What follows belongs to an exercise in optimizing a design on an open flow for small area, a short achievable clock period and few clock cycles; a production flow would make more cautious choices.
Function was checked by simulation only, so behaviour that the tests miss may differ from the original.
No activity file was given, so power comes from the tool's default toggle rates.

**design/flow/design.v**
```verilog
module l3d_render (
    input  wire         clk,
    input  wire         rst,           
    input  wire         cmd_valid,
    output wire         cmd_ready,
    input  wire [127:0] cmd_data,
    output reg          rsp_valid,
    output reg  [31:0]  rsp_data,
    output reg          disp_valid,
    output reg  [23:0]  disp_data
);
    localparam W = 20;                
    localparam [7:0] OP_SET    = 8'h20,
                     OP_GET    = 8'h21,
                     OP_FILL   = 8'h22,
                     OP_COMMIT = 8'h23,
                     OP_LINE   = 8'h30,
                     OP_SPHERE = 8'h31,
                     OP_SHELL  = 8'h32,
                     OP_CIRCLE = 8'h33,
                     OP_BKGD   = 8'h34;
    localparam [7:0] ST_OK = 8'h00, ST_OOR = 8'h01, ST_ILL = 8'h03;
    localparam [2:0] S_IDLE   = 3'd0,
                     S_LINE   = 3'd1,
                     S_SPHERE = 3'd2,
                     S_SLICE  = 3'd3,
                     S_SQRT   = 3'd4,
                     S_CIRCLE = 3'd5,
                     S_COMMIT = 3'd6,
                     S_DONE   = 3'd7;
    reg [23:0] grid [0:63];
    wire [7:0]  opc = cmd_data[127:120];
    wire [15:0] s0  = cmd_data[119:104];
    wire [15:0] s1  = cmd_data[103:88];
    wire [15:0] s2  = cmd_data[87:72];
    wire [15:0] s3  = cmd_data[71:56];
    wire [15:0] s4  = cmd_data[55:40];
    wire [15:0] s5  = cmd_data[39:24];
    wire [23:0] cc  = cmd_data[23:0];
    wire signed [W-1:0] a0 = {{(W-16){s0[15]}}, s0};
    wire signed [W-1:0] a1 = {{(W-16){s1[15]}}, s1};
    wire signed [W-1:0] a2 = {{(W-16){s2[15]}}, s2};
    wire signed [W-1:0] a3 = {{(W-16){s3[15]}}, s3};
    wire signed [W-1:0] a4 = {{(W-16){s4[15]}}, s4};
    wire signed [W-1:0] a5 = {{(W-16){s5[15]}}, s5};
    reg legal;
    always @(*) begin
        case (opc)
            OP_SET:    legal = (cmd_data[71:24] == 48'd0);
            OP_GET:    legal = (cmd_data[71:0] == 72'd0);
            OP_FILL,
            OP_BKGD:   legal = (cmd_data[119:24] == 96'd0);
            OP_COMMIT: legal = (cmd_data[119:0] == 120'd0);
            OP_LINE:   legal = 1'b1;
            OP_SPHERE,
            OP_SHELL,
            OP_CIRCLE: legal = (cmd_data[55:24] == 32'd0);
            default:   legal = 1'b0;
        endcase
    end
    function inr;
        input signed [W-1:0] v;
        inr = (v >= 0) && (v < 4);
    endfunction
    reg [2:0]  state;
    reg [23:0] color;
    reg        is_shell;
    reg signed [W-1:0] lx, ly, lz;
    reg signed [W-1:0] e1, e2;
    reg [W-1:0]        dm2, da2, db2;    
    reg [1:0]          axis;             
    reg                xneg, yneg, zneg;
    reg [16:0]         lcnt;
    reg signed [W-1:0] ccx, ccy, ccz;
    reg [15:0]         rad;
    reg [31:0]         rr;
    reg [5:0]          cidx;             
    reg [16:0]         si;
    reg [31:0]         sq_op;
    reg [31:0]         sq_one;
    reg [31:0]         sq_res;
    reg signed [W-1:0] sy;               
    reg signed [W-1:0] cdx, cdy, cerr;
    reg [2:0]          ph;
    assign cmd_ready = (state == S_IDLE);
    wire accept = cmd_valid && cmd_ready;
    wire signed [W-1:0] ldx = a3 - a0;
    wire signed [W-1:0] ldy = a4 - a1;
    wire signed [W-1:0] ldz = a5 - a2;
    wire [W-1:0] ll = ldx[W-1] ? -ldx : ldx;
    wire [W-1:0] lm = ldy[W-1] ? -ldy : ldy;
    wire [W-1:0] ln = ldz[W-1] ? -ldz : ldz;
    reg                 pv;
    reg signed [W-1:0]  px, py, pz;
    wire signed [W-1:0] sdx = $signed({{(W-2){1'b0}}, cidx[3:2]}) - ccx;
    wire signed [W-1:0] sdy = $signed({{(W-2){1'b0}}, cidx[1:0]}) - ccy;
    wire signed [W-1:0] sdz = $signed({{(W-2){1'b0}}, cidx[5:4]}) - ccz;
    wire signed [35:0] sqx = sdx * sdx;
    wire signed [35:0] sqy = sdy * sdy;
    wire signed [35:0] sqz = sdz * sdz;
    wire signed [35:0] sd2 = sqx + sqy + sqz;
    wire        sph_in = (sd2 <= $signed({4'd0, rr}));
    wire signed [W-1:0] slice_dy = $signed({{(W-17){1'b0}}, si}) - $signed({{(W-16){1'b0}}, rad});
    wire signed [W-1:0] slice_y  = ccy + slice_dy;
    wire [16:0]         two_r    = {rad, 1'b0};
    wire [31:0]         slice_v  = {15'd0, si} * ({15'd0, two_r} - {15'd0, si});
    always @(*) begin
        pv = 1'b0;
        px = lx;
        py = ly;
        pz = lz;
        case (state)
            S_LINE: begin
                pv = 1'b1;
            end
            S_SPHERE: begin
                pv = sph_in;
                px = {{(W-2){1'b0}}, cidx[3:2]};
                py = {{(W-2){1'b0}}, cidx[1:0]};
                pz = {{(W-2){1'b0}}, cidx[5:4]};
            end
            S_CIRCLE: begin
                pv = 1'b1;
                py = sy;
                case (ph)
                    3'd0: begin px = ccx + cdx; pz = ccz + cdy; end
                    3'd1: begin px = ccx + cdy; pz = ccz + cdx; end
                    3'd2: begin px = ccx - cdx; pz = ccz + cdy; end
                    3'd3: begin px = ccx - cdy; pz = ccz + cdx; end
                    3'd4: begin px = ccx - cdx; pz = ccz - cdy; end
                    3'd5: begin px = ccx - cdy; pz = ccz - cdx; end
                    3'd6: begin px = ccx + cdx; pz = ccz - cdy; end
                    default: begin px = ccx + cdy; pz = ccz - cdx; end
                endcase
            end
            default: ;
        endcase
    end
    wire       p_in  = pv && inr(px) && inr(py) && inr(pz);
    wire [5:0] p_idx = {pz[1:0], px[1:0], py[1:0]};
    wire       c_in  = inr(a0) && inr(a1) && inr(a2);
    wire [5:0] c_idx = {a2[1:0], a0[1:0], a1[1:0]};
    wire fill_now = accept && legal && (opc == OP_FILL || opc == OP_BKGD);
    wire set_now  = accept && legal && (opc == OP_SET) && c_in;
    integer k;
    always @(posedge clk) begin
        if (fill_now) begin
            for (k = 0; k < 64; k = k + 1)
                grid[k] <= cc;
        end else if (set_now) begin
            grid[c_idx] <= cc;
        end else if (p_in) begin
            grid[p_idx] <= color;
        end
    end
    wire signed [W-1:0] cdy_n  = cdy + 1;
    wire signed [W-1:0] cdx_n  = cerr[W-1] ? cdx : cdx - 1;
    wire signed [W-1:0] cerr_n = cerr[W-1] ? cerr + 2 * cdy_n + 1
                                           : cerr + 2 * (cdy_n - cdx_n + 1);
    wire signed [W-1:0] e1_n = e1 + $signed(da2) - (e1 > 0 ? $signed(dm2) : 0);
    wire signed [W-1:0] e2_n = e2 + $signed(db2) - (e2 > 0 ? $signed(dm2) : 0);
    wire signed [W-1:0] xs = xneg ? -1 : 1;
    wire signed [W-1:0] ys = yneg ? -1 : 1;
    wire signed [W-1:0] zs = zneg ? -1 : 1;
    wire [31:0] sq_trial = sq_res + sq_one;
    wire        sq_take  = (sq_op >= sq_trial);
    wire [31:0] sq_res_n = sq_take ? (sq_res >> 1) + sq_one : (sq_res >> 1);
    always @(posedge clk) begin
        if (rst) begin
            state      <= S_IDLE;
            rsp_valid  <= 1'b0;
            rsp_data   <= 32'd0;
            disp_valid <= 1'b0;
            disp_data  <= 24'd0;
        end else begin
            rsp_valid  <= 1'b0;
            disp_valid <= 1'b0;
            case (state)
                S_IDLE: begin
                    if (accept) begin
                        color    <= cc;
                        is_shell <= 1'b0;
                        if (!legal) begin
                            state    <= S_DONE;
                            rsp_data <= {ST_ILL, 24'd0};
                        end else begin
                            case (opc)
                                OP_SET, OP_FILL, OP_BKGD: begin
                                    state    <= S_DONE;
                                    rsp_data <= {ST_OK, 24'd0};
                                end
                                OP_GET: begin
                                    state    <= S_DONE;
                                    rsp_data <= c_in ? {ST_OK, grid[c_idx]} : {ST_OOR, 24'd0};
                                end
                                OP_COMMIT: begin
                                    state <= S_COMMIT;
                                    cidx  <= 6'd0;
                                end
                                OP_LINE: begin
                                    state <= S_LINE;
                                    lx <= a0; ly <= a1; lz <= a2;
                                    xneg <= ldx[W-1];
                                    yneg <= ldy[W-1];
                                    zneg <= ldz[W-1];
                                    if (ll >= lm && ll >= ln) begin
                                        axis <= 2'd0;
                                        dm2  <= ll << 1;
                                        da2  <= lm << 1;
                                        db2  <= ln << 1;
                                        e1   <= $signed(lm << 1) - $signed(ll);
                                        e2   <= $signed(ln << 1) - $signed(ll);
                                        lcnt <= ll[16:0];
                                    end else if (lm >= ll && lm >= ln) begin
                                        axis <= 2'd1;
                                        dm2  <= lm << 1;
                                        da2  <= ll << 1;
                                        db2  <= ln << 1;
                                        e1   <= $signed(ll << 1) - $signed(lm);
                                        e2   <= $signed(ln << 1) - $signed(lm);
                                        lcnt <= lm[16:0];
                                    end else begin
                                        axis <= 2'd2;
                                        dm2  <= ln << 1;
                                        da2  <= lm << 1;
                                        db2  <= ll << 1;
                                        e1   <= $signed(lm << 1) - $signed(ln);
                                        e2   <= $signed(ll << 1) - $signed(ln);
                                        lcnt <= ln[16:0];
                                    end
                                end
                                OP_SPHERE, OP_SHELL, OP_CIRCLE: begin
                                    ccx  <= a0;
                                    ccy  <= a1;
                                    ccz  <= a2;
                                    rad  <= s3;
                                    rr   <= s3 * s3;
                                    cidx <= 6'd0;
                                    si   <= 17'd0;
                                    if (opc == OP_SPHERE) begin
                                        state <= S_SPHERE;
                                    end else if (opc == OP_SHELL) begin
                                        state    <= S_SLICE;
                                        is_shell <= 1'b1;
                                    end else begin
                                        state <= S_CIRCLE;
                                        sy    <= a1;
                                        cdx   <= {{(W-16){1'b0}}, s3};
                                        cdy   <= 0;
                                        cerr  <= 1 - $signed({{(W-16){1'b0}}, s3});
                                        ph    <= 3'd0;
                                    end
                                end
                                default: begin
                                    state    <= S_DONE;
                                    rsp_data <= {ST_ILL, 24'd0};
                                end
                            endcase
                        end
                    end
                end
                S_DONE: begin
                    rsp_valid <= 1'b1;
                    state     <= S_IDLE;
                end
                S_LINE: begin
                    if (lcnt == 17'd0) begin
                        begin rsp_valid <= 1'b1; rsp_data <= {ST_OK, 24'd0}; state <= S_IDLE; end
                    end else begin
                        lcnt <= lcnt - 17'd1;
                        e1   <= e1_n;
                        e2   <= e2_n;
                        case (axis)
                            2'd0: begin
                                lx <= lx + xs;
                                if (e1 > 0) ly <= ly + ys;
                                if (e2 > 0) lz <= lz + zs;
                            end
                            2'd1: begin
                                ly <= ly + ys;
                                if (e1 > 0) lx <= lx + xs;
                                if (e2 > 0) lz <= lz + zs;
                            end
                            default: begin
                                lz <= lz + zs;
                                if (e1 > 0) ly <= ly + ys;
                                if (e2 > 0) lx <= lx + xs;
                            end
                        endcase
                    end
                end
                S_SPHERE: begin
                    cidx <= cidx + 6'd1;
                    if (cidx == 6'd63)
                        begin rsp_valid <= 1'b1; rsp_data <= {ST_OK, 24'd0}; state <= S_IDLE; end
                end
                S_SLICE: begin
                    if (inr(slice_y)) begin
                        sy     <= slice_y;
                        sq_op  <= slice_v;
                        sq_one <= 32'h4000_0000;
                        sq_res <= 32'd0;
                        state  <= S_SQRT;
                    end else if (si == two_r) begin
                        begin rsp_valid <= 1'b1; rsp_data <= {ST_OK, 24'd0}; state <= S_IDLE; end
                    end else begin
                        si <= si + 17'd1;
                    end
                end
                S_SQRT: begin
                    if (sq_take)
                        sq_op <= sq_op - sq_trial;
                    sq_res <= sq_res_n;
                    sq_one <= sq_one >> 2;
                    if (sq_one == 32'd1) begin
                        state <= S_CIRCLE;
                        cdx   <= {{(W-16){1'b0}}, sq_res_n[15:0]};
                        cdy   <= 0;
                        cerr  <= 1 - $signed({{(W-16){1'b0}}, sq_res_n[15:0]});
                        ph    <= 3'd0;
                    end
                end
                S_CIRCLE: begin
                    ph <= ph + 3'd1;
                    if (ph == 3'd7) begin
                        cdy  <= cdy_n;
                        cdx  <= cdx_n;
                        cerr <= cerr_n;
                        if (cdx_n < cdy_n) begin
                            if (!is_shell || si == two_r)
                                begin rsp_valid <= 1'b1; rsp_data <= {ST_OK, 24'd0}; state <= S_IDLE; end
                            else begin
                                si    <= si + 17'd1;
                                state <= S_SLICE;
                            end
                        end
                    end
                end
                S_COMMIT: begin
                    disp_valid <= 1'b1;
                    disp_data  <= grid[cidx];
                    cidx       <= cidx + 6'd1;
                    if (cidx == 6'd63)
                        begin rsp_valid <= 1'b1; rsp_data <= {ST_OK, 24'd0}; state <= S_IDLE; end
                end
                default: state <= S_IDLE;
            endcase
        end
    end
endmodule
```
**design/flow/run.sh**
```bash
#!/bin/bash
# synth_recipe.tcl (not shown) runs the flow's synth.tcl, then flattens the netlist and writes it again
# the make line also repeats each setting of config.mk as NAME=value (left out here)
make -C /OpenROAD-flow-scripts/flow DESIGN_CONFIG=/design/flow/config.mk WORK_HOME=/design/flow/orfs CLKGATE_MAP_FILE= SYNTH_SCRIPT=/design/flow/synth_recipe.tcl finish
```
**design/flow/config.mk**
```make
export PLATFORM = sky130hd
export DESIGN_NAME = l3d_render
export DESIGN_NICKNAME = l3d_render
export VERILOG_FILES = /design/flow/design.v
export SDC_FILE = /design/flow/constraint.sdc
export NUM_CORES = 4
export LEC_CHECK = 0
export CAP_MARGIN = 20
export CORE_MARGIN = 2
export CORE_UTILIZATION = 40
export SLEW_MARGIN = 20
```
**design/flow/constraint.sdc**
```tcl
create_clock -name core_clock -period 16.0 [get_ports {clk}]
set_input_delay 3.2000 -clock core_clock [delete_from_list [all_inputs] [get_ports {clk}]]
set_output_delay 3.2000 -clock core_clock [all_outputs]
set_load 0.01 [all_outputs]
```
==> run summary <==
[final timing paths]
check | slack (ns) | cells after the start | from | endpoint
min reg2reg | 0.46 | 2 | disp_data[2] | disp_data[2]
min | 0.46 | 2 | disp_data[2] | disp_data[2]
max reg2reg | 0.81 | 48 | cidx[2] | grid[39][18]
max | 0.81 | 48 | cidx[2] | grid[39][18]
[power by group]
part / internal, mW / switching (mW)
sequential: 6.46 / 0.115
clock: 3.14 / 2.46
combinational: 13.6 / 20.1
[per-layer routing]
metal  part of all wire [%]  GRT usage (%)
met1                     40          34.00
met2                     45          39.48
met5                  0.021              0
met4                    5.8          12.90
met3                     10          6.364
[worst max-delay path: cells and delay by family (launching register included)]
| family | cells | cell delay, ns |
|---|---|---|
| mux | 2 | 0.86 |
| flops | 1 | 0.56 |
| simple gates | 7 | 1.75 |
| xor+xnor | 2 | 0.86 |
| compound gates | 14 | 3.19 |
| fa+ha+maj | 13 | 5.56 |
| buf+inv | 10 | 1.90 |
[stage by stage]
step	cell area (µm²)	utilization (%)
3_5_place_dp	202200	42.31
6_report	210100	43.95
5_1_grt	210000	43.93
4_1_cts	210000	43.93
2_1_floorplan	192000	-
3_3_place_gp	202200	42.31
[kinds of logic (layout without fill, tap and decap cells)]
group / Yosys count / count (layout) / synth area share, %
buf+inv: 3291 / 3424 / 6.834
simple gates: 3108 / 3108 / 7.643
mux: 2649 / 2649 / 22.33
fa+ha+maj: 2446 / 2446 / 21.57
flops: 2073 / 2073 / 32.17
compound gates: 1910 / 1910 / 6.274
xor+xnor: 691 / 691 / 3.171
other cells: 2 / 75 / 0.003916
[flip-flops by register name (all words and copies together) (netlist names), 17 cells and up]
| name | flops |
|---|---|
| cdy | 20 |
| e2 | 19 |
| color | 24 |
| cerr | 20 |
| e1 | 20 |
| grid | 1536 |
| cdx | 20 |
| da2 | 19 |
| disp_data | 24 |
| sy | 19 |
| lcnt | 17 |
| db2 | 19 |
| rsp_data | 26 |
| si | 17 |
| lz | 20 |
| dm2 | 19 |
| rr | 30 |
| lx | 20 |
| sq_res | 32 |
| ly | 20 |
| sq_op | 32 |
[synthesized netlist by cell type (73+ instances only)]
cell	number
nand2_1	1031
nor2_1	810
mux2_4	456
or3_1	91
o21ai_0	470
clkbuf_1	759
nor3_1	190
o21a_1	73
nor4_1	100
xnor2_1	445
mux2_2	995
nor2b_1	73
a21oi_1	565
xor2_1	244
buf_1	94
mux4_2	1008
a21o_1	174
inv_1	2219
nand3_1	119
o21bai_1	77
a211oi_1	98
ha_1	1012
fa_1	1434
and2_1	269
nand2b_1	145
edfxtp_1	2018
mux2_1	129
[cell type report]
type	instances	area, µm²
clock inverter	151	1411
multi-input combinational	10850	117600
sequential	2073	61700
antenna	27	67.56
inverter	2255	8479
fill	44410	267900
timing repair buffer	721	6506
clock buffer	297	6322
tap	6400	8008
==> run summary <==
* Commonest non-fill, non-tap cell in the layout: inv_1
* Final Power at 45.90 mW
* Post-route setup slack at 0.8142 ns
* RSZ-0062 raised after global routing: false
* Crit path top cell by count: fa_1
* Num ports at 190
* Period Utilization, post-route at 94.91%
* Non-Filler Instances at 22,780
* Yosys reg bits at 2,073
* Setup bufs post-CTS at 0
* Final hold slack at 0.4616 ns
* Final nets at 18,720
* Final setup viols at 0
* Max-Slew Margin vs Limit at 20.24%
* Remaining antenna violation count after routing at 0
* Slew @ Worst Pin at 1.196 ns
* Minimum clock period at 15.19 ns
* Yosys warns at 1
* Routed len/inst at 27.69 µm
* Static Leak at 83.82 nW
* Total GRT Usage at 25.75%
* Gr ovfl total at 0
* Netlist cell types at 100
* Die area at 485,000 µm²
* Syn avg cell area at 11.86 µm²
* Mapped Cells at 16,170
* TritonCTS buffer count at 241
* Area contributors post-synth: edfxtp_1, fa_1, mux4_2
* DP Cell Count at 22,300
* CP max FO at 64
* Hold Buf Count CTS at 0
* Clock buffer depth at 4
* First-pass iteration count of the detailed router at 10
* Vias in the first global route at 132,900
* Detailed placement HPWL at 465,900 µm
* Commonest non-fill, non-tap cells in the layout: inv_1, edfxtp_1, fa_1
* Vias per std cell at 5.808
* Peak per-stage delay on the critical path at 0.72 ns
* CTS clk-pin slew, worst paths at 0.06 ns
* Initial core utilization at 40.12%
* Sequential area share after synthesis at 32.17%
* Die Height at 696.4 µm
* Req. time, crit path at 16.68 ns
* Max-slew violations at 0
* Largest net degree at the start of global routing at 122
* WL final at 630,700 µm
* Sink Count at 2,073
* Crit path DAT at 15.87 ns
* H-Tree Depth at 4
* Pre-CTS WS at 1.061 ns
* TritonCTS clock tree: yes
* Skew-Pair Late Insertion Delay at 1.00 ns
* Root Driver: clkbuf_16
* Max Cap Violations at 0
* Share of post-route cells with drive strength above 1 at 22.31%
* Pwr dens at 218.5 nW/µm²
* Max frequency at 65.85 MHz
* Setup Skew at 0.09089 ns
* Setup crit start kind: flop
* Row Count at 254
* Peak supply drop at 1.106 mV
* Drt first-iter violations at 14,200
* First-pass GRT wire length at 915,500 µm
* Final hold viol count at 0
* Synth top area share at 31.60%
* Antenna violations before repair at 31
* Outcome: timing/DRC/antenna clean
* Ys flop type: edfxtp_1
* Resized cells post-CTS at 0
* Synth area leader: edfxtp_1
* Setup TNS at 0 ns
* Post-synthesis cell area at 191,800 µm²
* Drc violations at 0
* Syn-to-layout area delta at 9.525%
* Chip Width at 696.4 µm
* Crit-path slowest cell: xnor2_1
* Core footprint at 478,000 µm²
* Vias at 132,300
* Ys async rst share at 0%
* Post-synth EDFFs at 2,018
* Kind of critical path: flop to flop
* Worst min-delay path category: flop to flop
* RePlAce Congestion at 0.9884
* Input/output buffers at 183
* Critical path capture point type: flop
Testbench counts, summed over its fixed seeds: cycles 116,256.

[static timing again, ports no longer ideal]
The flow's constraints put no driver on any port. The routed layout listed below was extracted and timed again, unchanged, in two steps. Step 1 (the two cells are an assumption about what drives the block):
set clk [get_ports {clk}]
set_driving_cell -lib_cell sky130_fd_sc_hd__clkbuf_16 $clk
set_driving_cell -lib_cell sky130_fd_sc_hd__buf_2 [delete_from_list [all_inputs] $clk]
Step 2 adds t to the input delays and takes it off the output delays; t is the mean of the earliest and latest rising clock arrival at the registers after step 1. Input paths then give back, and output paths get back, about the clock's delay inside the block. Three values: ideal, step 1, step 2; two values: the first two.
t (ns): 1.071
slack for setup (ns): 0.814 / 0.814 / 0.814
worst register clock-pin slew, ns: 0.09 / 0.09
After both steps setup and hold are still met in this run. The setup slack of this run moves by 0.000 ns with the drivers and by 0.000 ns with both steps.
